This design comes from an exercise in tuning for small area and a short achievable clock period on the open sky130 flow, not from production work.
Function was checked by simulation only, so behaviour that the tests miss may differ from the original.
Power and IR drop assume default switching activity.

`flow/config.mk`:
```
export PLATFORM = sky130hd
export DESIGN_NAME = seenc_top
export DESIGN_NICKNAME = seenc_top
export VERILOG_FILES = /design/flow/design.v
export SDC_FILE = /design/flow/constraint.sdc
export NUM_CORES = 4
export LEC_CHECK = 0
export ABC_AREA = 1
export CAP_MARGIN = 20
export CORE_MARGIN = 2
export CORE_UTILIZATION = 50
export SLEW_MARGIN = 20
```
`flow/constraint.sdc`:
```
create_clock -name core_clock -period 65.0 [get_ports {clk}]
set_input_delay 13.0000 -clock core_clock [delete_from_list [all_inputs] [get_ports {clk}]]
set_output_delay 13.0000 -clock core_clock [all_outputs]
set_load 0.01 [all_outputs]
```
`flow/design.v`:
```
`default_nettype none
module seenc_condition (
    input  wire [5:0]  oh,        
    input  wire        prec,      
    input  wire [7:0]  tsat,      
    input  wire [7:0]  fl,        
    input  wire        sg,        
    input  wire [10:0] ef,        
    input  wire [17:0] fr,        
    input  wire        fnzlo,     
    output wire        s,
    output wire        zero,      
    output wire        top,       
    output wire        gefl,      
    output wire [7:0]  e8,
    output wire [17:0] f
);
    wire [7:0] ex   = {ef[7] ^ prec, ef[6:0]};
    wire       emax = (&ef[7:0]) & (~prec | (&ef[10:8]));
    wire       lo   = prec ? (ef < 11'd929) : (ef[7:0] == 8'd0);
    wire       hi   = prec & (ef > 11'd1150);
    wire       nan  = emax & (fnzlo | (|fr));
    wire       gtt  = (oh[0] | oh[1]) & (ex > 8'd142) | oh[2] & (ex > 8'd126) |
                      oh[3] & (ex > 8'd158) | oh[4] & (ex > 8'd130) | oh[5] & (ex > 8'd190);
    wire       eqt  = (oh[0] | oh[1]) & (ex == 8'd142) |
                      oh[3] & (ex == 8'd158) | oh[4] & (ex == 8'd130) | oh[5] & (ex == 8'd190);
    wire       gef  = (oh[0] | oh[1]) & (ex >= 8'd111) | oh[2] & (ex >= 8'd125) |
                      oh[3] & (ex >= 8'd95) | oh[4] & (ex >= 8'd123) | oh[5] & (ex >= 8'd63);
    wire       sat  = emax | hi | gtt;
    assign zero = nan | lo | (oh[0] & sg);
    assign s    = sg & ~nan;
    assign top  = ~zero & (sat | eqt) & ~oh[2];
    assign gefl = ~zero & (sat | gef);
    assign e8   = zero ? 8'd0 : (sat ? tsat : ex);
    assign f    = fr | {18{sat}};
endmodule
module seenc_enc_front (
    input  wire [5:0]  oh,
    input  wire        prec,
    input  wire [30:0] cx, cy, cz,     
    output wire [6:0]  e,
    output wire        sx, sy, sz,
    output wire [18:0] vx, vy, vz,
    output wire [4:0]  ax, ay, az,     
    output wire        kx, ky, kz      
);
    wire [7:0] tsat = {8{oh[0] | oh[1]}} & 8'd142 | {8{oh[2]}} & 8'd126 | {8{oh[3]}} & 8'd158 |
                      {8{oh[4]}} & 8'd130 | {8{oh[5]}} & 8'd190;
    wire [7:0] fl   = {8{oh[0] | oh[1]}} & 8'd111 | {8{oh[2]}} & 8'd125 | {8{oh[3]}} & 8'd95 |
                      {8{oh[4]}} & 8'd123 | {8{oh[5]}} & 8'd63;
    wire [17:0] omask = {18{oh[0] | oh[2]}} & 18'h3fe00 | {18{oh[1]}} & 18'h3fc00 |
                        {18{oh[3]}} & 18'h3ffe0 | {18{oh[4]}} & 18'h3fff0 | {18{oh[5]}} & 18'h3ffff;
    wire [3:0]  cm    = {4{oh[0] | oh[2]}} & 4'd9 | {4{oh[1]}} & 4'd10 | {4{oh[3]}} & 4'd5 |
                        {4{oh[4]}} & 4'd4;
    wire [7:0]  ex, ey, ez;
    wire [17:0] fx, fy, fz;
    wire        zx, zy, zz, tx, ty, tz, gx, gy, gz;
    seenc_condition u_cx (.oh(oh), .prec(prec), .tsat(tsat), .fl(fl),
        .sg(cx[30]), .ef(cx[29:19]), .fr(cx[18:1]), .fnzlo(cx[0]),
        .s(sx), .zero(zx), .top(tx), .gefl(gx), .e8(ex), .f(fx));
    seenc_condition u_cy (.oh(oh), .prec(prec), .tsat(tsat), .fl(fl),
        .sg(cy[30]), .ef(cy[29:19]), .fr(cy[18:1]), .fnzlo(cy[0]),
        .s(sy), .zero(zy), .top(ty), .gefl(gy), .e8(ey), .f(fy));
    seenc_condition u_cz (.oh(oh), .prec(prec), .tsat(tsat), .fl(fl),
        .sg(cz[30]), .ef(cz[29:19]), .fr(cz[18:1]), .fnzlo(cz[0]),
        .s(sz), .zero(zz), .top(tz), .gefl(gz), .e8(ez), .f(fz));
    wire gxy = ex > ey, gyx = ey > ex;
    wire gxz = ex > ez, gzx = ez > ex;
    wire gyz = ey > ez, gzy = ez > ey;
    wire mx = ~gyx & ~gzx & gx;
    wire my = ~gxy & ~gzy & gy;
    wire mz = ~gxz & ~gyz & gz;
    wire selx = mx;
    wire sely = my & ~mx;
    wire selz = mz & ~mx & ~my;
    wire self = ~mx & ~my & ~mz;
    wire [7:0] em = {8{selx}} & ex | {8{sely}} & ey | {8{selz}} & ez | {8{self}} & fl;
    wire ovf = mx & (&(fx | ~omask)) & ~tx |
               my & (&(fy | ~omask)) & ~ty |
               mz & (&(fz | ~omask)) & ~tz;
    wire [7:0] e0 = em - fl + {7'd0, ovf};
    assign e = e0[6:0];
    assign vx = {1'b1, fx};
    assign vy = {1'b1, fy};
    assign vz = {1'b1, fz};
    wire [8:0] nx = {5'd0, cm} - {1'b0, ex};
    wire [8:0] ny = {5'd0, cm} - {1'b0, ey};
    wire [8:0] nz = {5'd0, cm} - {1'b0, ez};
    wire [8:0] sx9 = {1'b0, em} + nx + {8'd0, ovf};
    wire [8:0] sy9 = {1'b0, em} + ny + {8'd0, ovf};
    wire [8:0] sz9 = {1'b0, em} + nz + {8'd0, ovf};
    assign ax = sx9[4:0];
    assign ay = sy9[4:0];
    assign az = sz9[4:0];
    assign kx = zx | (|sx9[8:5]);
    assign ky = zy | (|sy9[8:5]);
    assign kz = zz | (|sz9[8:5]);
endmodule
module seenc_enc_back (
    input  wire [5:0]  oh,
    input  wire [6:0]  e,
    input  wire        sx, sy, sz,
    input  wire [18:0] px, py, pz,
    output wire [31:0] word_a,
    output wire [31:0] word_b
);
    wire c01 = oh[0] | oh[1];
    wire c34 = oh[3] | oh[4];
    wire [17:0] mk = {18{oh[0] | oh[2]}} & 18'h001ff | {18{oh[1]}} & 18'h000ff |
                     {18{oh[3]}} & 18'h01fff | {18{oh[4]}} & 18'h03fff | {18{oh[5]}} & 18'h3ffff;
    function [17:0] rnd(input [18:0] p, input [17:0] mk);
        reg [17:0] t, q;
        reg        c, full;
        integer    k;
        begin
            t = p[18:1];
            for (k = 0; k < 18; k = k + 1) begin
                c    = p[0] & ((t | ~({18{1'b1}} >> (18 - k))) == 18'h3ffff);
                q[k] = t[k] ^ c;
            end
            full = p[0] & ((t | ~mk) == 18'h3ffff);
            rnd = (q | {18{full}}) & mk;
        end
    endfunction
    wire [17:0] mx = rnd(px, mk);
    wire [17:0] my = rnd(py, mk);
    wire [17:0] mz = rnd(pz, mk);
    assign word_a = {14'd0, mx}
        | ({32{c01}}   & ({e[4:0], 27'd0} | {5'd0, mz[8:0], 18'd0} | {14'd0, my[8:0], 9'd0}))
        | ({32{oh[1]}} & ({5'd0, sz, 8'd0, sy, 8'd0, sx, 8'd0}))
        | ({32{oh[2]}} & ({e[1:0], sz, mz[8:0], sy, my[8:0], sx, 9'd0}))
        | ({32{oh[3]}} & ({e[5:0], 26'd0} | {6'd0, my[12:0], 13'd0}))
        | ({32{oh[4]}} & ({e[0], sz, sy, sx, my[13:0], 14'd0}))
        | ({32{oh[5]}} & ({my[13:0], 18'd0}));
    assign word_b = ({32{c34}} & {18'd0, mz[13:0]})
        | ({32{oh[3]}} & {16'd0, sz, sy, sx, 13'd0})
        | ({32{oh[4]}} & {16'd0, e[2:1], 14'd0})
        | ({32{oh[5]}} & {e[6:0], sz, sy, sx, mz[17:0], my[17:14]});
endmodule
`default_nettype wire
`default_nettype none
module seenc_lzc (
    input  wire [17:0] m,
    output reg  [4:0]  lz
);
    integer i;
    always @(*) begin
        lz = 5'd0;
        for (i = 0; i < 18; i = i + 1)
            if (m[i]) lz = 5'd17 - i[4:0];
    end
endmodule
module seenc_dec_front (
    input  wire [5:0]  oh,            
    input  wire [31:0] in_a,
    input  wire [31:0] in_b,
    output wire        sx, sy, sz,
    output wire [17:0] mx, my, mz,    
    output wire [7:0]  eb             
);
    wire c01 = oh[0] | oh[1];
    wire c34 = oh[3] | oh[4];
    assign eb = {8{c01}} & ({3'd0, in_a[31:27]} + {7'd60, oh[1]}) |
                {8{oh[2]}} & ({6'd0, in_a[31:30]} + 8'd134) |
                {8{oh[3]}} & ({2'd0, in_a[31:26]} + 8'd100) |
                {8{oh[4]}} & ({5'd0, in_b[15:14], in_a[31]} + 8'd127) |
                {8{oh[5]}} & ({1'd0, in_b[31:25]} + 8'd63);
    assign mx = in_a[17:0] & ({18{oh[0] | oh[2]}} & 18'h001ff | {18{oh[1]}} & 18'h000ff |
                              {18{oh[3]}} & 18'h01fff | {18{oh[4]}} & 18'h03fff | {18{oh[5]}});
    assign my = {18{oh[0]}} & {9'd0, in_a[17:9]} |
                {18{oh[1]}} & {10'd0, in_a[16:9]} |
                {18{oh[2]}} & {9'd0, in_a[18:10]} |
                {18{oh[3]}} & {5'd0, in_a[25:13]} |
                {18{oh[4]}} & {4'd0, in_a[27:14]} |
                {18{oh[5]}} & {in_b[3:0], in_a[31:18]};
    assign mz = {18{oh[0]}} & {9'd0, in_a[26:18]} |
                {18{oh[1]}} & {10'd0, in_a[25:18]} |
                {18{oh[2]}} & {9'd0, in_a[28:20]} |
                {18{c34}}   & {4'd0, in_b[13:0] & {oh[4], 13'h1fff}} |
                {18{oh[5]}} & in_b[21:4];
    assign sx = oh[1] & in_a[8]  | oh[2] & in_a[9]  | oh[3] & in_b[13] | oh[4] & in_a[28] | oh[5] & in_b[22];
    assign sy = oh[1] & in_a[17] | oh[2] & in_a[19] | oh[3] & in_b[14] | oh[4] & in_a[29] | oh[5] & in_b[23];
    assign sz = oh[1] & in_a[26] | oh[2] & in_a[29] | oh[3] & in_b[15] | oh[4] & in_a[30] | oh[5] & in_b[24];
endmodule
module seenc_dec_back (
    input  wire        d32,    
    input  wire        d64,    
    input  wire        n32,    
    input  wire        n64,    
    input  wire        b64,    
    input  wire        s,
    input  wire [16:0] fr,
    input  wire [7:0]  e32,
    output wire [63:0] f
);
    assign f[63:35] = {d64 & s, n64 & e32[7], {3{b64}}, {24{n64}} & {e32[6:0], fr}};
    assign f[34:32] = 3'd0;
    assign f[31:6]  = {d32 & s, {25{n32}} & {e32, fr}};
    assign f[5:0]   = 6'd0;
endmodule
`default_nettype wire
`default_nettype none
module seenc_core (
    input  wire [5:0]  oh,        
    input  wire        dir,
    input  wire        prec,
    input  wire        cmd_hi,    
    input  wire [30:0] cx, cy, cz,
    output wire        enc,
    output wire        dec32,
    output wire        dec64,
    output wire        err,
    output wire [77:0] res,       
    output wire [2:0]  dnz        
);
    wire legal = ~cmd_hi & (|oh) & (~prec | oh[5]);
    assign enc   = legal & ~dir;
    assign dec32 = legal & dir & ~prec;
    assign dec64 = legal & dir & prec;
    assign err   = ~legal;
    wire [6:0]  ee;
    wire        esx, esy, esz;
    wire [18:0] evx, evy, evz;
    wire [4:0]  edx, edy, edz;
    wire        ekx, eky, ekz;
    seenc_enc_front u_ef (
        .oh(oh), .prec(prec), .cx(cx), .cy(cy), .cz(cz),
        .e(ee), .sx(esx), .sy(esy), .sz(esz), .vx(evx), .vy(evy), .vz(evz),
        .ax(edx), .ay(edy), .az(edz), .kx(ekx), .ky(eky), .kz(ekz)
    );
    wire [63:0] ab = {cx, cy, cz};
    wire        dsx, dsy, dsz;
    wire [17:0] dmx, dmy, dmz;
    wire [7:0]  deb;
    seenc_dec_front u_df (
        .oh(oh), .in_a(ab[31:0]), .in_b(ab[63:32]),
        .sx(dsx), .sy(dsy), .sz(dsz), .mx(dmx), .my(dmy), .mz(dmz), .eb(deb)
    );
    wire [4:0] lzx, lzy, lzz;
    seenc_lzc u_lx (.m(dmx), .lz(lzx));
    seenc_lzc u_ly (.m(dmy), .lz(lzy));
    seenc_lzc u_lz (.m(dmz), .lz(lzz));
    function [17:0] rev18(input [17:0] v);
        integer i;
        for (i = 0; i < 18; i = i + 1) rev18[i] = v[17 - i];
    endfunction
    wire [18:0] shx = dir ? {rev18(dmx), 1'b0} : evx;
    wire [18:0] shy = dir ? {rev18(dmy), 1'b0} : evy;
    wire [18:0] shz = dir ? {rev18(dmz), 1'b0} : evz;
    wire [4:0]  sax = dir ? lzx : edx;
    wire [4:0]  say = dir ? lzy : edy;
    wire [4:0]  saz = dir ? lzz : edz;
    wire [18:0] yx = (ekx & ~dir) ? 19'd0 : (shx >> sax);
    wire [18:0] yy = (eky & ~dir) ? 19'd0 : (shy >> say);
    wire [18:0] yz = (ekz & ~dir) ? 19'd0 : (shz >> saz);
    wire [31:0] wa, wb;
    seenc_enc_back u_eb (
        .oh(oh), .e(ee), .sx(esx), .sy(esy), .sz(esz),
        .px(yx), .py(yy), .pz(yz), .word_a(wa), .word_b(wb)
    );
    wire [17:0] nx = rev18(yx[18:1]);
    wire [17:0] ny = rev18(yy[18:1]);
    wire [17:0] nz = rev18(yz[18:1]);
    assign dnz = {dmx != 18'd0, dmy != 18'd0, dmz != 18'd0};
    wire [7:0]  ex32 = dnz[2] ? (deb - {3'd0, lzx}) : 8'd0;
    wire [7:0]  ey32 = dnz[1] ? (deb - {3'd0, lzy}) : 8'd0;
    wire [7:0]  ez32 = dnz[0] ? (deb - {3'd0, lzz}) : 8'd0;
    assign res = dir ? {dsx, nx[16:0], ex32, dsy, ny[16:0], ey32, dsz, nz[16:0], ez32}
                     : {14'd0, wb, wa};
endmodule
`default_nettype wire
`default_nettype none
module seenc_top (
    input  wire        clk,
    input  wire        rst,         
    input  wire        in_valid,
    input  wire [7:0]  cmd,
    input  wire [63:0] in_x,
    input  wire [63:0] in_y,
    input  wire [63:0] in_z,
    input  wire [31:0] in_a,
    input  wire [31:0] in_b,
    output reg         out_valid,
    output wire [31:0] out_a,
    output wire [31:0] out_b,
    output wire [63:0] out_x,
    output wire [63:0] out_y,
    output wire [63:0] out_z,
    output reg         err
);
    reg        v_q;
    reg [5:0]  oh_q;      
    reg        dir_q, prec_q, hi_q;
    reg [92:0] c_q;
    wire       s_ab = cmd[3];               
    wire       s_64 = ~cmd[3] & cmd[4];     
    wire       s_32 = ~cmd[3] & ~cmd[4];    
    function [30:0] chan(input [63:0] b, input s64, input s32);
        chan = {s64 & b[63] | s32 & b[31],
                b[62:60],
                {8{s64}} & b[59:52] | {8{s32}} & b[30:23],
                {18{s64}} & b[51:34] | {18{s32}} & b[22:5],
                s64 & (|b[33:0]) | s32 & (|b[4:0])};
    endfunction
    wire [92:0] enc_in = {chan(in_x, s_64, s_32), chan(in_y, s_64, s_32), chan(in_z, s_64, s_32)};
    wire [92:0] raw    = {1'd0, in_x[62:60], 27'd0, 1'd0, in_y[62:60], 27'd0, 1'd0, in_z[62:60], 27'd0};
    wire [92:0] is_raw = {1'd0, 3'b111,      27'd0, 1'd0, 3'b111,      27'd0, 1'd0, 3'b111,      27'd0};
    wire [63:0] dec_in = {in_b, in_a};
    integer k;
    always @(posedge clk) begin
        if (rst) v_q <= 1'b0;
        else     v_q <= in_valid;
        oh_q   <= {cmd[2:0] == 3'd5, cmd[2:0] == 3'd4, cmd[2:0] == 3'd3,
                   cmd[2:0] == 3'd2, cmd[2:0] == 3'd1, cmd[2:0] == 3'd0};
        dir_q  <= cmd[3];
        prec_q <= cmd[4];
        hi_q   <= |cmd[7:5];
        for (k = 0; k < 93; k = k + 1) begin
            if (k < 64)
                c_q[k] <= is_raw[k] ? (s_ab ? dec_in[k] : raw[k]) : (s_ab & dec_in[k] | enc_in[k]);
            else
                c_q[k] <= is_raw[k] ? raw[k] : enc_in[k];    
        end
    end
    wire        c_enc, c_d32, c_d64, c_err;
    wire [77:0] c_res;
    wire [2:0]  c_dnz;
    seenc_core u_core (
        .oh(oh_q), .dir(dir_q), .prec(prec_q), .cmd_hi(hi_q), .cx(c_q[92:62]), .cy(c_q[61:31]), .cz(c_q[30:0]),
        .enc(c_enc), .dec32(c_d32), .dec64(c_d64), .err(c_err), .res(c_res), .dnz(c_dnz)
    );
    reg [77:0] r;
    reg        r_enca, r_encb, r_d32, r_d64;
    reg [2:0]  r_n32, r_n64, r_b64;
    wire [2:0] nzc = c_dnz;
    wire [2:0] e7c = {c_res[59], c_res[33], c_res[7]};
    always @(posedge clk) begin
        if (rst) out_valid <= 1'b0;
        else     out_valid <= v_q;
        err    <= c_err;
        r_enca <= c_enc;
        r_encb <= c_enc & (oh_q[3] | oh_q[4] | oh_q[5]);
        r_d32  <= c_d32;
        r_d64  <= c_d64;
        r_n32  <= {3{c_d32}} & nzc;
        r_n64  <= {3{c_d64}} & nzc;
        r_b64  <= {3{c_d64}} & nzc & ~e7c;
        r      <= c_res;
    end
    assign out_a = {32{r_enca}} & r[31:0];
    assign out_b = {32{r_encb}} & r[63:32];
    seenc_dec_back u_bx (.d32(r_d32), .d64(r_d64), .n32(r_n32[2]), .n64(r_n64[2]), .b64(r_b64[2]),
                         .s(r[77]), .fr(r[76:60]), .e32(r[59:52]), .f(out_x));
    seenc_dec_back u_by (.d32(r_d32), .d64(r_d64), .n32(r_n32[1]), .n64(r_n64[1]), .b64(r_b64[1]),
                         .s(r[51]), .fr(r[50:34]), .e32(r[33:26]), .f(out_y));
    seenc_dec_back u_bz (.d32(r_d32), .d64(r_d64), .n32(r_n32[0]), .n64(r_n64[0]), .b64(r_b64[0]),
                         .s(r[25]), .fr(r[24:8]),  .e32(r[7:0]),   .f(out_z));
endmodule
`default_nettype wire
```
`flow/flow/run.sh`:
```
#!/bin/bash
# The standard layout, with three changes:
#  - after the standard synthesis, the combinational logic between the
#    flip-flops is re-optimized for area by a second ABC pass (reopt.ys);
#    every flip-flop stays as the standard synthesis made it;
#  - the smallest plain buffer (buf_1) buffers each port, instead of the
#    delay buffer buffer_ports picks by default;
#  - timing repair is asked to leave a setup margin, so that it works on
#    the paths that set the achieved period.
set -euo pipefail
export BUFFER_PORTS_ARGS="-buffer_cell sky130_fd_sc_hd__buf_1"
export SETUP_SLACK_MARGIN=50.6
RES=$PWD/orfs/results/$FLOW_PLATFORM/seenc_top/base

bash standard.sh $RES/1_2_yosys.v > synth.log 2>&1

mkdir -p reopt
cp $RES/1_2_yosys.v reopt/in.v
cp $FLOW_HOME/platforms/$FLOW_PLATFORM/lib/sky130_fd_sc_hd__tt_025C_1v80.lib reopt/lib.lib
cp flow/reopt.ys flow/area.abc reopt/
(cd reopt && yosys -s reopt.ys > ../reopt.log 2>&1)
cp reopt/out.v $RES/1_2_yosys.v
rm -f reopt/lib.lib

bash standard.sh > standard.log 2>&1
```
`flow/flow/area.abc`:
```
strash
dc2
&get -n
&dch -f
&nf -R 1000
&put
strash
dc2
&get -n
&dch -f
&nf -R 1000
&put
strash
&get -n
&dch -f
&nf -R 1000
&put
topo
```
`flow/flow/reopt.ys`:
```
# Re-map the combinational logic of the standard synthesis netlist for area.
# Every flip-flop instance is kept as it is (same cell, same name); only the
# logic between them is re-optimized by ABC and mapped again to the library.
read_verilog in.v
read_liberty -ignore_miss_func lib.lib
hierarchy -top seenc_top
setattr -mod -set keep_hierarchy 1 sky130_fd_sc_hd__dfxtp_1 sky130_fd_sc_hd__dfxtp_2 sky130_fd_sc_hd__dfxtp_4
flatten
opt_clean
abc -liberty lib.lib -script area.abc -dont_use sky130_fd_sc_hd__lpflow_bleeder_1 -dont_use sky130_fd_sc_hd__lpflow_clkbufkapwr_1 -dont_use sky130_fd_sc_hd__lpflow_clkbufkapwr_16 -dont_use sky130_fd_sc_hd__lpflow_clkbufkapwr_2 -dont_use sky130_fd_sc_hd__lpflow_clkbufkapwr_4 -dont_use sky130_fd_sc_hd__lpflow_clkbufkapwr_8 -dont_use sky130_fd_sc_hd__lpflow_clkinvkapwr_1 -dont_use sky130_fd_sc_hd__lpflow_clkinvkapwr_16 -dont_use sky130_fd_sc_hd__lpflow_clkinvkapwr_2 -dont_use sky130_fd_sc_hd__lpflow_clkinvkapwr_4 -dont_use sky130_fd_sc_hd__lpflow_clkinvkapwr_8 -dont_use sky130_fd_sc_hd__lpflow_decapkapwr_12 -dont_use sky130_fd_sc_hd__lpflow_decapkapwr_3 -dont_use sky130_fd_sc_hd__lpflow_decapkapwr_4 -dont_use sky130_fd_sc_hd__lpflow_decapkapwr_6 -dont_use sky130_fd_sc_hd__lpflow_decapkapwr_8 -dont_use sky130_fd_sc_hd__lpflow_inputiso0n_1 -dont_use sky130_fd_sc_hd__lpflow_inputiso0p_1 -dont_use sky130_fd_sc_hd__lpflow_inputiso1n_1 -dont_use sky130_fd_sc_hd__lpflow_inputiso1p_1 -dont_use sky130_fd_sc_hd__lpflow_inputisolatch_1 -dont_use sky130_fd_sc_hd__lpflow_isobufsrc_1 -dont_use sky130_fd_sc_hd__lpflow_isobufsrc_16 -dont_use sky130_fd_sc_hd__lpflow_isobufsrc_2 -dont_use sky130_fd_sc_hd__lpflow_isobufsrc_4 -dont_use sky130_fd_sc_hd__lpflow_isobufsrc_8 -dont_use sky130_fd_sc_hd__lpflow_isobufsrckapwr_16 -dont_use sky130_fd_sc_hd__lpflow_lsbuf_lh_hl_isowell_tap_1 -dont_use sky130_fd_sc_hd__lpflow_lsbuf_lh_hl_isowell_tap_2 -dont_use sky130_fd_sc_hd__lpflow_lsbuf_lh_hl_isowell_tap_4 -dont_use sky130_fd_sc_hd__lpflow_lsbuf_lh_isowell_4 -dont_use sky130_fd_sc_hd__lpflow_lsbuf_lh_isowell_tap_1 -dont_use sky130_fd_sc_hd__lpflow_lsbuf_lh_isowell_tap_2 -dont_use sky130_fd_sc_hd__lpflow_lsbuf_lh_isowell_tap_4 -dont_use sky130_fd_sc_hd__probe_p_8 -dont_use sky130_fd_sc_hd__probec_p_8
opt_clean -purge
hilomap -singleton -hicell sky130_fd_sc_hd__conb_1 HI -locell sky130_fd_sc_hd__conb_1 LO
splitnets
opt_clean -purge
# ports that alias another net get a buffer, as in the standard synthesis
insbuf -buf sky130_fd_sc_hd__buf_4 A X
rename -hide w:*.*
opt_clean -purge
stat -liberty lib.lib
select seenc_top
write_verilog -noattr -nohex -nodec -selected out.v
```
`flow/standard.sh`:
```
#!/bin/bash
# synth_recipe.tcl (not shown) runs the flow's synth.tcl, then flattens the netlist and writes it again
# the make line also repeats each setting of config.mk as NAME=value (left out here)
make -C /OpenROAD-flow-scripts/flow DESIGN_CONFIG=/design/flow/config.mk WORK_HOME=/design/flow/orfs CLKGATE_MAP_FILE= SYNTH_SCRIPT=/design/flow/synth_recipe.tcl "${@:-finish}"
```
==> results of run 1 <==
-- stage by stage --
stage | worst slack [ps] | util
floorplan | 50620 | -
global placement | 50020 | 0.587
detailed placement | 49930 | 0.587
CTS | 50600 | 0.605
global route | 50470 | 0.607
finish | 50640 | 0.607
-- final cells by class --
class | count | share of cell area
tap | 455 | 0.0271
timing repair buffer | 548 | 0.109
multi-input combinational | 2299 | 0.639
clock buffer | 20 | 0.0223
antenna | 1 | 0.000119
clock inverter | 12 | 0.00525
sequential | 196 | 0.189
inverter | 52 | 0.00931
-- per-layer routing --
| metal | share of wire | GRT usage | vias up |
|---|---|---|---|
| met5 | 0 | 0 | - |
| li1 | - | - | 10500 |
| met3 | 0.11 | 0.0925 | 394 |
| met4 | 0.067 | 0.251 | 0 |
| met2 | 0.44 | 0.658 | 1749 |
| met1 | 0.38 | 0.524 | 10400 |
-- cells in the final DEF, fill, tap and decap left out, types with 39 or more instances in the layout --
cell type / count
nand2_1: 440
buf_4: 47
dfxtp_1: 186
nor2_1: 257
o22ai_1: 39
buf_1: 496
mux2i_1: 76
and2_0: 244
nand3_1: 45
a21oi_1: 177
xnor2_1: 85
a22o_1: 40
a22oi_1: 112
nor3_1: 64
o21ai_0: 220
clkinv_1: 52
nor4_1: 39
-- power by group --
group / leakage, nW / internal [W] / switching [W]
clock: 0.284 / 0.0000533 / 0.0000519
combinational: 5.76 / 0.000178 / 0.000354
sequential: 1.64 / 0.000144 / 0.0000327
total: 7.69 / 0.000375 / 0.000438
-- critical path, delay by kind of cell --
kind,cells,cell delay (ps)
AOI/OAI and AO/OA,2,550
and+or+nand+nor,4,1060
buffers and inverters,1,100
-- worst paths after layout --
path                        from              endpoint  slack, ps
hold / removal    v_q$_SDFF_PP0_  out_valid$_SDFF_PP0_        450
setup / recovery        in_z[31]        c_q[0]$_DFF_P_      50640
setup reg to reg  prec_q$_DFF_P_         r[53]$_DFF_P_      51360
hold reg to reg   v_q$_SDFF_PP0_  out_valid$_SDFF_PP0_        450
-- sequential cells by signal, summed over array words and instances, names as in the netlist --
name,count
dir_q,1
oh_q,6
r_b64,3
prec_q,1
r_n64,3
r_encb,1
hi_q,1
err,1
r_d32,1
r_n32,3
r_d64,1
c_q,93
r,78
r_enca,1
v_q,1
out_valid,1
-- what timing repair did --
item | 4_1_cts | 5_1_grt
gates resized for setup | 16 | 5
endpoints found under the setup margin | 267 | 87
buffers inserted | 0 | 2
gates cloned | 1 | 0
==> impl_metrics.env, run 1 <==
export IMPL_outcome="no timing/DRC/antenna violations"
export IMPL_die_h_um=191
export IMPL_min_delay_path_class="flip-flop to flip-flop"
export IMPL_io_buffers=497
export IMPL_path_cells="buf_1, nor4_2, nand4_1, nor4_1, nand3_1, a2111oi_0, a21oi_1"
export IMPL_crit_arrival_ps=14690
export IMPL_endpoint_kind="flip-flop"
export IMPL_dieWidth_um=191
export IMPL_dr_pass1_iters=14
export IMPL_tightest_slew_ps=1220
export IMPL_hold_ws_ps=454
export IMPL_drtIter0Drc=3643
export IMPL_stdcell_count=3583
export IMPL_nets=3381
export IMPL_wire_per_inst_um=22.5
export IMPL_grt_pass1_wl_um=117000
export IMPL_yosysWarnings=4
export IMPL_dp_cells=3546
export IMPL_grt_overflow=0
export IMPL_p_leak_nw=7.69
export IMPL_wl_um=80700
export IMPL_min_delay_path_depth=1
export IMPL_reg2reg_depth=49
export IMPL_hold_viol_final=0
export IMPL_gp_congestion=1.02
export IMPL_syn_area_mm2=0.0176
export IMPL_seqCellArea_mm2=0.00396
export IMPL_design_core_area_mm2=0.0345
export IMPL_drc=0
export IMPL_root_buffer="clkbuf_16"
export IMPL_start_util=0.509
export IMPL_power_density_mw_per_mm2=38.8
export IMPL_grt_usage=0.419
export IMPL_fillers=3280
export IMPL_post_route_min_period_ps=14360
export IMPL_cp_start_kind="input port"
export IMPL_crit_required_ps=65330
export IMPL_syn2layout_area_growth_pct=19.3
export IMPL_htreeDepth=4
export IMPL_die_area_mm2=0.0367
export IMPL_rows=68
export IMPL_tns_ps=0
export IMPL_final_cell_area_mm2=0.0210
export IMPL_clk_pin_slew_ps=80
export IMPL_place_hpwl_um=61200
export IMPL_grt_setup_unrepaired="yes"
export IMPL_skew_ps=11.8
export IMPL_grt_max_degree=88
export IMPL_insertion_delay_ps=470
export IMPL_grt_pass1_vias=20200
export IMPL_clk_path_buf_depth=2
export IMPL_maxCapViolCount=0
export IMPL_cts_buffers=17
export IMPL_multiInputGateArea_mm2=0.0134
export IMPL_cp_slowest_cell="a2111oi_0"
export IMPL_drive_gt1_frac=0.0349
export IMPL_cts_tree="done"
export IMPL_ios=525
export IMPL_fmax_ghz=0.0696
export IMPL_drv_slew=0
export IMPL_finalCritPeriodShare=0.221
export IMPL_p_total_w=0.000813
export IMPL_via_per_inst=6.42
export IMPL_peakVddDrop_mv=0.0257
export IMPL_timing_slew_headroom=0.184
export IMPL_synth_cells=2555
export IMPL_worst_setup_path_type="input port to flip-flop"
export IMPL_setup_violations=0
export IMPL_slowest_delay_ps=470
export IMPL_antenna_left=0
export IMPL_dpl_instance_area_mm2=0.0203
export IMPL_antenna_found_initial=1
export IMPL_cp_max_fo=2
export IMPL_syn_avg_cell_area_um2=6.88
export IMPL_dr_total_vias=23000
export IMPL_cts_sinks=196
export IMPL_cts_hold_buffers_added=0
==> run 2: changes to the inputs <==
--- a/flow/flow/area.abc
+++ b/flow/flow/area.abc
@@ -1 +1,18 @@
+strash
+dc2
+&get -n
+&dch -f
+&nf -R 1000
+&put
+strash
+dc2
+&get -n
+&dch -f
+&nf -R 1000
+&put
+strash
+&get -n
+&dch -f
+&nf -R 1000
+&put
 strash
==> run 2 against run 1 <==
  * Sequential share of layout area rose by 0.19 points
  * Count of clock-buffer cells in the layout is 1 lower
  * Area after synthesis down 0.50%
  * Final cell count down 2.0%
  * Critical path type is now flip-flop to output port
  * Largest power group unchanged
  * Register-to-register slack barely moved
  * Still clean
  * Critical path depth shrank 5
  * Total power grew 4.2%
  * Sequential power hardly changed
  * Hold slack worse by 6.9 ps
  * Die area shrank 0.49%
  * Final area decreased by 0.98%
==> impl_metrics.env, run 2 <==
export IMPL_outcome="no timing/DRC/antenna violations"
export IMPL_endpoint_kind="output port"
export IMPL_p_leak_nw=7.68
export IMPL_clk_pin_slew_ps=80
export IMPL_syn_area_mm2=0.0175
export IMPL_synth_cells=2494
export IMPL_tns_ps=0
export IMPL_post_route_min_period_ps=14390
export IMPL_r2r_end="r[25]$_DFF_P_"
export IMPL_dieWidth_um=191
export IMPL_dpl_instance_area_mm2=0.0201
export IMPL_grt_overflow=0
export IMPL_root_buffer="clkbuf_16"
export IMPL_fmax_ghz=0.0695
export IMPL_place_hpwl_um=64100
export IMPL_via_per_inst=6.46
export IMPL_wire_per_inst_um=23.6
export IMPL_grt_setup_unrepaired="yes"
export IMPL_crit_arrival_ps=1390
export IMPL_cts_buffers=17
export IMPL_design_core_area_mm2=0.0345
export IMPL_cts_tree="done"
export IMPL_die_h_um=191
export IMPL_peakVddDrop_mv=0.0268
export IMPL_dr_total_vias=22700
export IMPL_nets=3310
export IMPL_p_total_w=0.000847
export IMPL_antenna_left=0
export IMPL_grt_pass1_wl_um=121000
export IMPL_min_delay_path_class="flip-flop to flip-flop"
export IMPL_hold_viol_final=0
export IMPL_largest_register="c_q"
export IMPL_setup_worst_path_start="r_encb$_DFF_P_"
export IMPL_maxCapViolCount=0
export IMPL_timing_rr_start="prec_q$_DFF_P_"
export IMPL_cp_max_fo=32
export IMPL_crit_required_ps=52000
export IMPL_syn2layout_area_growth_pct=18.8
export IMPL_cp_endpoint="out_b[28]"
export IMPL_setup_violations=0
export IMPL_cts_sinks=196
export IMPL_ff2ff_setup_slack_ps=51360
export IMPL_finalCritPeriodShare=0.221
export IMPL_skew_ps=15.4
export IMPL_io_buffers=497
export IMPL_drtIter0Drc=3830
export IMPL_worst_setup_path_type="flip-flop to output port"
export IMPL_drive_gt1_frac=0.0311
export IMPL_grt_max_degree=86
export IMPL_rows=68
export IMPL_gp_congestion=1.05
export IMPL_drv_slew=0
export IMPL_cp_start_kind="flip-flop"
export IMPL_final_common_cell="buf_1"
export IMPL_grt_pass1_vias=20300
export IMPL_final_cell_mix="buf_1 (496), nand2_1 (419), and2_0 (245), nor2_1 (243), o21ai_0 (198)"
export IMPL_start_util=0.507
export IMPL_htreeDepth=4
export IMPL_syn_avg_cell_area_um2=7.01
export IMPL_dr_pass1_iters=12
export IMPL_ios=525
export IMPL_drc=0
export IMPL_top_regs="c_q: 93 flops, r: 78 flops, oh_q: 6 flops"
export IMPL_reg2reg_depth=48
export IMPL_grt_usage=0.435
export IMPL_wl_um=82700
export IMPL_power_density_mw_per_mm2=40.8
export IMPL_tightest_slew_ps=1180
export IMPL_final_cell_area_mm2=0.0208
export IMPL_timing_slew_headroom=0.209
export IMPL_insertion_delay_ps=490
export IMPL_die_area_mm2=0.0365
export IMPL_clk_path_buf_depth=2
export IMPL_largest_register_ffs=93
export IMPL_yosysWarnings=4
export IMPL_antenna_found_initial=4
run 2: cell type report:
cell class	instances	area [um2]
Fill cell	3308	13700
Multi-Input combinational cell	2226	13200
Sequential cell	196	3960
Timing Repair Buffer	537	2170
Tap cell	455	569
Clock buffer	19	433
Inverter	65	244
Clock inverter	13	159
Antenna cell	1	2.50
run 2: critical path, cell delays in order, from the launching register on:
cell	delay [ps]
dfxtp_4	530
and2_0	200
buf_1	160
run 2: where the power goes:
| group | internal, W | leakage, nW | total (W) | switching [W] |
|---|---|---|---|---|
| Clock | 0.0000550 | 0.287 | 0.000109 | 0.0000545 |
| Sequential | 0.000143 | 1.64 | 0.000175 | 0.0000316 |
| Combinational | 0.000187 | 5.75 | 0.000562 | 0.000375 |
run 2: worst min-delay path by stage:
stage	from	to	slack, ps	cells past startpoint
final	v_q$_SDFF_PP0_	out_valid$_SDFF_PP0_	450	1
after global routing	v_q$_SDFF_PP0_	out_valid$_SDFF_PP0_	460	1
after CTS	v_q$_SDFF_PP0_	out_valid$_SDFF_PP0_	450	1
after detailed placement	v_q$_SDFF_PP0_	out_valid$_SDFF_PP0_	430	1
after global placement	v_q$_SDFF_PP0_	out_valid$_SDFF_PP0_	420	1
after floorplan	v_q$_SDFF_PP0_	out_valid$_SDFF_PP0_	410	1
run 2: metal layers:
metal	GRT usage	wire, um	vias to the layer above
met4	0.264	5890	4
li1	-	-	10300
met3	0.0905	9790	394
met2	0.687	36000	1745
met1	0.543	31000	10200
met5	0	25	-
run 2: stage by stage:
stage	util	setup slack (ps)	std cells	hold WS, ps
floorplan	-	50750	2520	414
global placement	0.583	50150	3476	418
detailed placement	0.583	50050	3476	428
CTS	0.601	50600	3509	448
global route	0.603	50550	3511	457
finish	0.603	50610	3512	447
run 2: timing repair:
action / 4_1_cts / 5_1_grt
hold buffers: 0 / 0
gates cloned: 1 / 1
setup buffers: 0 / 0
gates resized for setup: 14 / 7
pin swaps: 1 / 1
endpoints found under the setup margin: 247 / 135
==> run 3: changes to the inputs <==
==> flow/flow/area.abc (replaced) <==
strash
dc2
&get -n
&dch -f
&nf -R 1000
&put
strash
dc2
&get -n
&dch -f
&nf -R 1000
&put
strash
&get -n
&dch -f
&nf -R 1000
&put
topo
--- a/flow/config.mk
+++ b/flow/config.mk
@@ -10,3 +10,3 @@
 export CORE_MARGIN = 2
-export CORE_UTILIZATION = 50
+export CORE_UTILIZATION = 55
 export SLEW_MARGIN = 20
==> run 3 against run 2 <==
  * Global-route usage rose by 2.9 points
  * Hold slack improved by 21 ps
  * Maximum frequency fell by 0.25%
  * Critical path depth unchanged
  * Sequential share of layout area decreased by 0.17 points
  * Routed wire length decreased by 1.1%
  * Clock power increased by 9%
  * Critical path type unchanged
  * Critical endpoint is now out_z[46]
==> impl_metrics.env, run 3 <==
export IMPL_syn2layout_area_growth_pct=19.3
export IMPL_wl_um=81800
export IMPL_outcome="no timing/DRC/antenna violations"
export IMPL_ios=525
export IMPL_grt_pass1_vias=21000
export IMPL_nets=3378
export IMPL_clk_pin_slew_ps=90
export IMPL_grt_pass1_wl_um=120000
export IMPL_cp_num_cells=2
export IMPL_drc=0
export IMPL_clk_path_buf_depth=2
export IMPL_via_per_inst=6.59
export IMPL_crit_buf_inv=1
export IMPL_cp_endpoint="out_z[46]"
export IMPL_syn_avg_cell_area_um2=6.88
export IMPL_tns_ps=0
export IMPL_grt_use_met3=0.130
export IMPL_tightest_slew_ps=1200
export IMPL_htreeDepth=4
export IMPL_p_total_w=0.000829
export IMPL_largest_register="c_q"
export IMPL_syn_area_mm2=0.0176
export IMPL_path_cells="and2_0, buf_1"
export IMPL_grt_busiest_layer="met2"
export IMPL_antenna_found_initial=5
export IMPL_min_delay_path_class="flip-flop to flip-flop"
export IMPL_cts_hold_buffers_added=0
export IMPL_maxCapViolCount=0
export IMPL_antenna_left=0
export IMPL_slowest_delay_ps=530
export IMPL_dieWidth_um=183
export IMPL_setup_violations=0
export IMPL_die_area_mm2=0.0334
export IMPL_ff2ff_setup_slack_ps=51620
export IMPL_cts_buffers=17
export IMPL_timing_rr_start="oh_q[5]$_DFF_P_"
export IMPL_wire_per_inst_um=23.2
export IMPL_io_buffers=497
export IMPL_cpLargestDelayFamily="flip-flops"
export IMPL_root_buffer="clkbuf_16"
export IMPL_drive_gt1_frac=0.0359
export IMPL_skew_ps=14.3
export IMPL_crit_required_ps=52000
export IMPL_worst_setup_path_type="flip-flop to output port"
export IMPL_fillers=2774
export IMPL_grt_use_met2=0.735
export IMPL_finalWorstSetupSlack_ps=50580
export IMPL_fmax_ghz=0.0693
export IMPL_synth_cells=2555
export IMPL_use_met1=0.560
export IMPL_final_cell_mix="buf_1 (496), nand2_1 (440), nor2_1 (256), and2_0 (243), o21ai_0 (221)"
export IMPL_die_h_um=183
export IMPL_cp_max_fo=25
export IMPL_cp_start_kind="flip-flop"
export IMPL_finalCritPeriodShare=0.222
export IMPL_endpoint_kind="output port"
export IMPL_grt_usage=0.464
export IMPL_r2r_end="r[53]$_DFF_P_"
export IMPL_design_core_area_mm2=0.0315
export IMPL_dr_pass1_iters=13
export IMPL_crit_arrival_ps=1420
export IMPL_rows=65
export IMPL_grt_max_degree=84
export IMPL_gp_congestion=1.05
export IMPL_place_hpwl_um=61500
export IMPL_top_regs="c_q: 93 flops, r: 78 flops, oh_q: 6 flops"
export IMPL_timing_slew_headroom=0.191
export IMPL_reg2reg_depth=48
export IMPL_cts_sinks=196
export IMPL_insertion_delay_ps=470
export IMPL_largest_register_ffs=93
export IMPL_start_util=0.558
export IMPL_power_density_mw_per_mm2=39.6
export IMPL_post_route_min_period_ps=14420
export IMPL_yosysWarnings=4
export IMPL_peakVddDrop_mv=0.0303
export IMPL_setup_worst_path_start="r_n64[0]$_DFF_P_"
export IMPL_dr_total_vias=23300
export IMPL_p_leak_nw=7.70
export IMPL_hold_viol_final=0
export IMPL_final_common_cell="buf_1"
export IMPL_grt_setup_unrepaired="yes"
export IMPL_grt_overflow=0
export IMPL_drtIter0Drc=3925
export IMPL_drv_slew=0
export IMPL_dp_slack_ps=50080
export IMPL_cp_slowest_cell="dfxtp_4"
export IMPL_cts_tree="done"
==> run 3: worst min path at each step <==
stage | start | end | slack [ps] | cells after the start
CTS | v_q$_SDFF_PP0_ | out_valid$_SDFF_PP0_ | 470 | 1
finish | v_q$_SDFF_PP0_ | out_valid$_SDFF_PP0_ | 470 | 1
detailed placement | v_q$_SDFF_PP0_ | out_valid$_SDFF_PP0_ | 460 | 1
global placement | v_q$_SDFF_PP0_ | out_valid$_SDFF_PP0_ | 420 | 1
floorplan | v_q$_SDFF_PP0_ | out_valid$_SDFF_PP0_ | 410 | 1
global route | v_q$_SDFF_PP0_ | out_valid$_SDFF_PP0_ | 480 | 1
==> run 3: through the flow <==
| stage | hold WS (ps) | cell area [um2] | util | cells |
|---|---|---|---|---|
| floorplan | 414 | 17700 | - | 2581 |
| global placement | 416 | 20200 | 0.641 | 3490 |
| detailed placement | 459 | 20200 | 0.641 | 3491 |
| CTS | 471 | 20900 | 0.663 | 3523 |
| global route | 477 | 21000 | 0.666 | 3527 |
| finish | 468 | 21000 | 0.666 | 3527 |
==> run 3: metal layers <==
layer,vias to the layer above,share of wire
met5,-,0.00067
met2,1888,0.43
met1,10500,0.36
met3,446,0.13
li1,10500,-
met4,5,0.073
==> run 3: final cells by class <==
class / instances / area [um2] / share of cell area
multi-input cells: 2299 / 13400 / 0.640
flip-flops and latches: 196 / 3960 / 0.189
repair buffers: 545 / 2240 / 0.107
well taps: 402 / 503 / 0.0240
clock buffers: 17 / 425 / 0.0203
clock inverters: 15 / 215 / 0.0103
inverters: 52 / 195 / 0.00931
diodes: 1 / 2.50 / 0.000119
==> run 3: what timing repair did <==
action                     4_1_cts  5_1_grt
setup endpoints to repair      215      167
cloned                           0        1
pin swaps                        0        1
setup buffers                    0        2
resized for setup               14        8
==> run 3: report_power, final <==
part	switching (W)	leakage (nW)	total, W	internal [W]
Combinational	0.000355	5.75	0.000532	0.000177
Sequential	0.0000353	1.64	0.000179	0.000144
Clock	0.0000613	0.313	0.000119	0.0000573
==> run 3: worst register-to-register path: cells and delay by family, from the launching register on <==
family	cells	cell delay, ps
flops	1	680
buf+inv	5	1480
simple gates	26	6350
xor+xnor	2	350
compound gates	15	4380
==> run 4: changes to the inputs <==
--- a/flow/flow/area.abc
+++ b/flow/flow/area.abc
@@ -1 +1,18 @@
+strash
+dc2
+&get -n
+&dch -f
+&nf -R 1000
+&put
+strash
+dc2
+&get -n
+&dch -f
+&nf -R 1000
+&put
+strash
+&get -n
+&dch -f
+&nf -R 1000
+&put
 strash
--- a/flow/config.mk
+++ b/flow/config.mk
@@ -10,3 +10,3 @@
 export CORE_MARGIN = 2
-export CORE_UTILIZATION = 55
+export CORE_UTILIZATION = 45
 export SLEW_MARGIN = 20
==> run 4 against run 3 <==
  * Still clean on timing, DRC and antenna
  * First-iteration DRC count is 22% lower
  * Synthesized cell count is 2.4% lower
  * Via count is 3.5% lower
  * Die area is 21% higher
  * Critical endpoint is now out_z[40]
==> impl_metrics.env, run 4 <==
export IMPL_timing_slew_headroom=0.207
export IMPL_tightest_slew_ps=1190
export IMPL_maxCapViolCount=0
export IMPL_largest_register_ffs=93
export IMPL_slowest_delay_ps=510
export IMPL_outcome="no timing/DRC/antenna violations"
export IMPL_dr_total_vias=22500
export IMPL_hold_viol_final=0
export IMPL_path_cells="and2_0, buf_1"
export IMPL_gp_congestion=1.07
export IMPL_endpoint_kind="output port"
export IMPL_finalCritPeriodShare=0.221
export IMPL_antenna_left=0
export IMPL_timing_rr_start="oh_q[0]$_DFF_P_"
export IMPL_post_route_min_period_ps=14390
export IMPL_die_h_um=201
export IMPL_cts_hold_buffers_added=0
export IMPL_grt_max_degree=86
export IMPL_min_delay_path_depth=1
export IMPL_insertion_delay_ps=490
export IMPL_via_per_inst=6.27
export IMPL_yosysWarnings=4
export IMPL_drive_gt1_frac=0.0343
export IMPL_cts_buffers=17
export IMPL_syn_avg_cell_area_um2=7.01
export IMPL_wire_per_inst_um=23.8
export IMPL_final_cell_mix="buf_1 (496), nand2_1 (419), and2_0 (245), nor2_1 (242), o21ai_0 (198)"
export IMPL_final_util=0.544
export IMPL_power_density_mw_per_mm2=40.7
export IMPL_worstHoldStart="v_q$_SDFF_PP0_"
export IMPL_cts_tree="done"
export IMPL_fmax_ghz=0.0695
export IMPL_syn2layout_area_growth_pct=19.6
export IMPL_die_area_mm2=0.0404
export IMPL_largest_register="c_q"
export IMPL_min_to="out_valid$_SDFF_PP0_"
export IMPL_setup_violations=0
export IMPL_grt_pass1_wl_um=126000
export IMPL_tns_ps=0
export IMPL_crit_required_ps=52000
export IMPL_dr_pass1_iters=9
export IMPL_skew_ps=13.6
export IMPL_grt_overflow=0
export IMPL_crit_buf_inv=1
export IMPL_drc=0
export IMPL_start_util=0.455
export IMPL_cts_sinks=196
export IMPL_cp_slowest_cell="dfxtp_4"
export IMPL_cp_max_fo=25
export IMPL_grt_setup_unrepaired="yes"
export IMPL_top_regs="c_q: 93 flops, r: 78 flops, oh_q: 6 flops"
export IMPL_p_leak_nw=7.72
export IMPL_design_core_area_mm2=0.0385
export IMPL_nets=3315
export IMPL_clk_path_buf_depth=2
export IMPL_grt_usage=0.405
export IMPL_cp_start_kind="flip-flop"
export IMPL_drtIter0Drc=3043
export IMPL_cpLargestDelayFamily="flip-flops"
export IMPL_rows=72
export IMPL_reg2reg_depth=52
export IMPL_min_delay_path_class="flip-flop to flip-flop"
export IMPL_r2r_end="r[17]$_DFF_P_"
export IMPL_clk_pin_slew_ps=80
export IMPL_syn_area_mm2=0.0175
export IMPL_place_hpwl_um=67000
export IMPL_ios=525
export IMPL_dieWidth_um=201
export IMPL_grt_pass1_vias=20600
export IMPL_peakVddDrop_mv=0.0273
export IMPL_crit_arrival_ps=1390
export IMPL_root_buffer="clkbuf_16"
export IMPL_synth_cells=2494
export IMPL_ff2ff_setup_slack_ps=51710
export IMPL_io_buffers=497
export IMPL_wl_um=85300
export IMPL_drv_slew=0
export IMPL_antenna_found_initial=7
export IMPL_worst_setup_path_type="flip-flop to output port"
export IMPL_final_common_cell="buf_1"
export IMPL_htreeDepth=4
run 4: cell type report:
class / count / area, um2
multi-input combinational: 2224 / 13200
antenna: 2 / 5.00
clock buffer: 17 / 425
timing repair buffer: 544 / 2230
inverter: 65 / 244
clock inverter: 15 / 185
tap: 518 / 648
sequential: 196 / 3960
fill: 3870 / 17500
run 4: how the worst max path moves through the flow:
stage	startpoint	endpoint	slack, ps	depth (start not counted)
final	r_n64[0]$_DFF_P_	out_z[40]	50610	2
after global routing	r_n64[0]$_DFF_P_	out_z[40]	50550	2
after floorplan	cmd[4]	c_q[10]$_DFF_P_	50750	3
after detailed placement	cmd[3]	c_q[40]$_DFF_P_	50350	6
after global placement	cmd[3]	c_q[10]$_DFF_P_	50410	6
after CTS	r_n64[0]$_DFF_P_	out_z[40]	50560	2
run 4: what timing repair did:
item,CTS,global route
hold endpoints to repair,0,0
resized for setup,15,6
setup endpoints to repair,214,43
pin swaps,0,1
buffers inserted,3,3
run 4: power by group:
group	internal [W]	leakage, nW	total [W]	switching [W]
combinational	0.000189	5.78	0.000567	0.000379
clock	0.0000551	0.296	0.000109	0.0000543
sequential	0.000144	1.64	0.000175	0.0000319
run 4: layer usage:
| metal | GRT usage | wire (um) |
|---|---|---|
| met1 | 0.495 | 32700 |
| met2 | 0.660 | 38500 |
| met3 | 0.0902 | 8860 |
| met4 | 0.227 | 5120 |
| met5 | 0 | 112 |
run 4: per-stage QoR:
step | instances | cell area (um2) | setup WS [ps] | hold WS, ps | total power (W)
2_1_floorplan | 2520 | 17600 | 50750 | 414 | 0.000543
3_3_place_gp | 3541 | 20200 | 50410 | 418 | 0.000719
3_5_place_dp | 3541 | 20200 | 50350 | 433 | 0.000720
4_1_cts | 3576 | 20900 | 50560 | 450 | 0.000830
5_1_grt | 3580 | 20900 | 50550 | 463 | 0.000900
6_report | 3581 | 20900 | 50610 | 446 | 0.000852
==> run 5: changes to the inputs <==
--- a/flow/flow/run.sh
+++ b/flow/flow/run.sh
@@ -11,3 +11,3 @@
 export BUFFER_PORTS_ARGS="-buffer_cell sky130_fd_sc_hd__buf_1"
-export SETUP_SLACK_MARGIN=50.6
+export SETUP_SLACK_MARGIN=50.7
 RES=$PWD/orfs/results/$FLOW_PLATFORM/seenc_top/base
--- a/flow/config.mk
+++ b/flow/config.mk
@@ -10,3 +10,3 @@
 export CORE_MARGIN = 2
-export CORE_UTILIZATION = 45
+export CORE_UTILIZATION = 50
 export SLEW_MARGIN = 20
==> run 5 against run 4 <==
  * First-iteration DRC count rose by 25%
  * Total power fell by 0.20%
  * Global-route usage rose by 3.6 points
  * Critical path depth rose by 1
  * Die area fell by 9.8%
  * Critical path type unchanged
  * Utilization rose by 7.4 points
  * Sequential power barely moved
  * Register-to-register slack got worse by 370 ps
==> impl_metrics.env, run 5 <==
export IMPL_grt_pass1_vias=20500
export IMPL_yosysWarnings=4
export IMPL_final_util=0.618
export IMPL_power_density_mw_per_mm2=39.9
export IMPL_place_hpwl_um=64100
export IMPL_rows=68
export IMPL_post_route_min_period_ps=14350
export IMPL_drtIter0Drc=3790
export IMPL_timing_slew_headroom=0.196
export IMPL_grt_pass1_wl_um=122000
export IMPL_drc=0
export IMPL_maxCapViolCount=0
export IMPL_htreeDepth=4
export IMPL_worstHoldStart="v_q$_SDFF_PP0_"
export IMPL_synth_cells=2494
export IMPL_p_clk_frac=0.129
export IMPL_clk_pin_slew_ps=70
export IMPL_syn2layout_area_growth_pct=21.8
export IMPL_timing_rr_start="prec_q$_DFF_P_"
export IMPL_antenna_found_initial=5
export IMPL_p_sw_w=0.000464
export IMPL_endpoint_kind="output port"
export IMPL_drive_gt1_frac=0.0816
export IMPL_hold_viol_final=0
export IMPL_dr_total_vias=23100
export IMPL_setup_violations=0
export IMPL_grt_setup_unrepaired="yes"
export IMPL_final_common_cell="nand2_1"
export IMPL_grt_usage=0.441
export IMPL_min_delay_path_class="flip-flop to flip-flop"
export IMPL_syn_avg_cell_area_um2=7.01
export IMPL_power_frac_comb=0.665
export IMPL_cts_hold_buffers_added=0
export IMPL_tightest_slew_ps=1200
export IMPL_cp_start_kind="flip-flop"
export IMPL_grt_use_met2=0.692
export IMPL_nets=3331
export IMPL_largest_register="c_q"
export IMPL_dr_pass1_iters=15
export IMPL_p_seq_frac=0.207
export IMPL_worst_setup_path_type="flip-flop to output port"
export IMPL_largest_register_ffs=93
export IMPL_cts_tree="done"
export IMPL_fmax_ghz=0.0697
export IMPL_grt_use_met3=0.0958
export IMPL_p_int_w=0.000387
export IMPL_p_leak_nw=8.33
export IMPL_use_met1=0.546
export IMPL_crit_arrival_ps=1350
export IMPL_setup_worst_path_start="r_n64[0]$_DFF_P_"
export IMPL_grt_max_degree=86
export IMPL_grt_busiest_layer="met2"
export IMPL_die_h_um=191
export IMPL_skew_ps=15.2
export IMPL_dieWidth_um=191
export IMPL_dp_cells=3476
export IMPL_ios=525
export IMPL_io_buffers=497
export IMPL_top_regs="c_q: 93 flops, r: 78 flops, oh_q: 6 flops"
export IMPL_cts_sinks=196
export IMPL_clk_path_buf_depth=2
export IMPL_p_sw_frac=0.545
export IMPL_cts_buffers=17
export IMPL_design_core_area_mm2=0.0345
export IMPL_syn_area_mm2=0.0175
export IMPL_drv_slew=0
export IMPL_peakVddDrop_mv=0.0268
export IMPL_start_util=0.507
export IMPL_via_per_inst=6.53
export IMPL_grt_overflow=0
export IMPL_crit_required_ps=52000
export IMPL_cp_max_fo=12
export IMPL_outcome="no timing/DRC/antenna violations"
export IMPL_stdcell_count=3536
export IMPL_final_cell_mix="nand2_1 (419), buf_1 (365), nor2_1 (243), and2_0 (229), o21ai_0 (197)"
export IMPL_wl_um=84700
export IMPL_die_area_mm2=0.0365
export IMPL_finalCritPeriodShare=0.221
export IMPL_antenna_left=0
export IMPL_insertion_delay_ps=490
export IMPL_wire_per_inst_um=24.0
export IMPL_gp_congestion=1.05
export IMPL_tns_ps=0
export IMPL_root_buffer="clkbuf_16"
==> run 5: changes by cell type in the layout (fill, tap and decap cells not counted), sizes merged, moves of 2 or more <==
| cell | previous run | this run |
|---|---|---|
| clkbuf | 18 | 129 |
| inv | 7 | 9 |
| clkinv | 71 | 67 |
| diode | 2 | 4 |
| buf | 543 | 448 |
==> run 5: area by class of cell <==
| class | instances | area, um2 |
|---|---|---|
| multi-input cells | 2226 | 13200 |
| fillers | 3213 | 13200 |
| flip-flops and latches | 196 | 3960 |
| repair buffers | 558 | 2680 |
| well taps | 455 | 569 |
| clock buffers | 19 | 433 |
| inverters | 65 | 244 |
| clock inverters | 13 | 159 |
| diodes | 4 | 10.0 |
==> run 5: final timing paths <==
kind,end,depth (start not counted),slack [ps]
worst max register to register,r[25]$_DFF_P_,46,51340
worst max-delay path,out_z[35],3,50650
worst min-delay path,out_valid$_SDFF_PP0_,1,450
worst min register to register,out_valid$_SDFF_PP0_,1,450
==> run 5: through the flow <==
step           worst slack [ps]  area [um2]  power, W  hold slack [ps]
3_5_place_dp              50050       20100  0.000710              428
5_1_grt                   50630       21300  0.000892              456
2_1_floorplan             50750       17600  0.000543              414
6_report                  50650       21300  0.000851              446
4_1_cts                   50680       20900  0.000821              448
3_3_place_gp              50150       20100  0.000706              418
==> run 5: power groups by stage <==
stage	clock network (W)	registers (W)	logic, W
2_1_floorplan	0	0.000161	0.000382
3_3_place_gp	0	0.000176	0.000530
3_5_place_dp	0	0.000176	0.000533
4_1_cts	0.000109	0.000173	0.000538
5_1_grt	0.000115	0.000176	0.000601
6_report	0.000109	0.000176	0.000565
==> run 5: timing repair <==
item,in CTS,in global routing
pin swaps,1,0
setup endpoints to repair,268,275
gates cloned,2,1
resized for setup,27,188
setup buffers,11,9
==> run 5: per-layer routing <==
layer / vias to the layer above / routed length (um)
met4: 6 / 6340
met3: 401 / 9670
met2: 1811 / 37000
li1: 10300 / -
met5: - / 32
met1: 10500 / 31600
==> run 5: worst max-delay path: stages (launching register included) <==
cell     delay (ps)
dfxtp_4         380
buf_12          150
and2_0          170
buf_1           160

-- static timing again, ports no longer ideal --
Ports are ideal in the flow. The routed layouts listed here were re-timed in OpenROAD.
Step 1 assumes that a clkbuf_16 drives the clock port and a buf_2 every other input.
Step 2 adds t to the input delays and takes it off the output delays; t is the mean of the earliest and latest rising clock arrival at the registers after step 1. Input paths then give back, and output paths get back, about the clock's delay inside the block.
Three values: no drivers, after step 1, after step 2; two values: the first two.
run	t, ns	setup slack, ns	worst slew at a driven data input, ns
run 1	0.524	50.635 / 50.594 / 50.147	0.05
run 2	0.545	50.615 / 50.552 / 50.233	0.10
run 3	0.520	50.579 / 50.527 / 50.204	0.05
run 4	0.540	50.606 / 50.551 / 50.287	0.09
run 5	0.544	50.647 / 50.585 / 50.298	0.10
After both steps setup and hold are still met in every run listed. The setup slack of run 1, which loses most, moves by -0.041 ns with the drivers and by -0.488 ns with both steps.
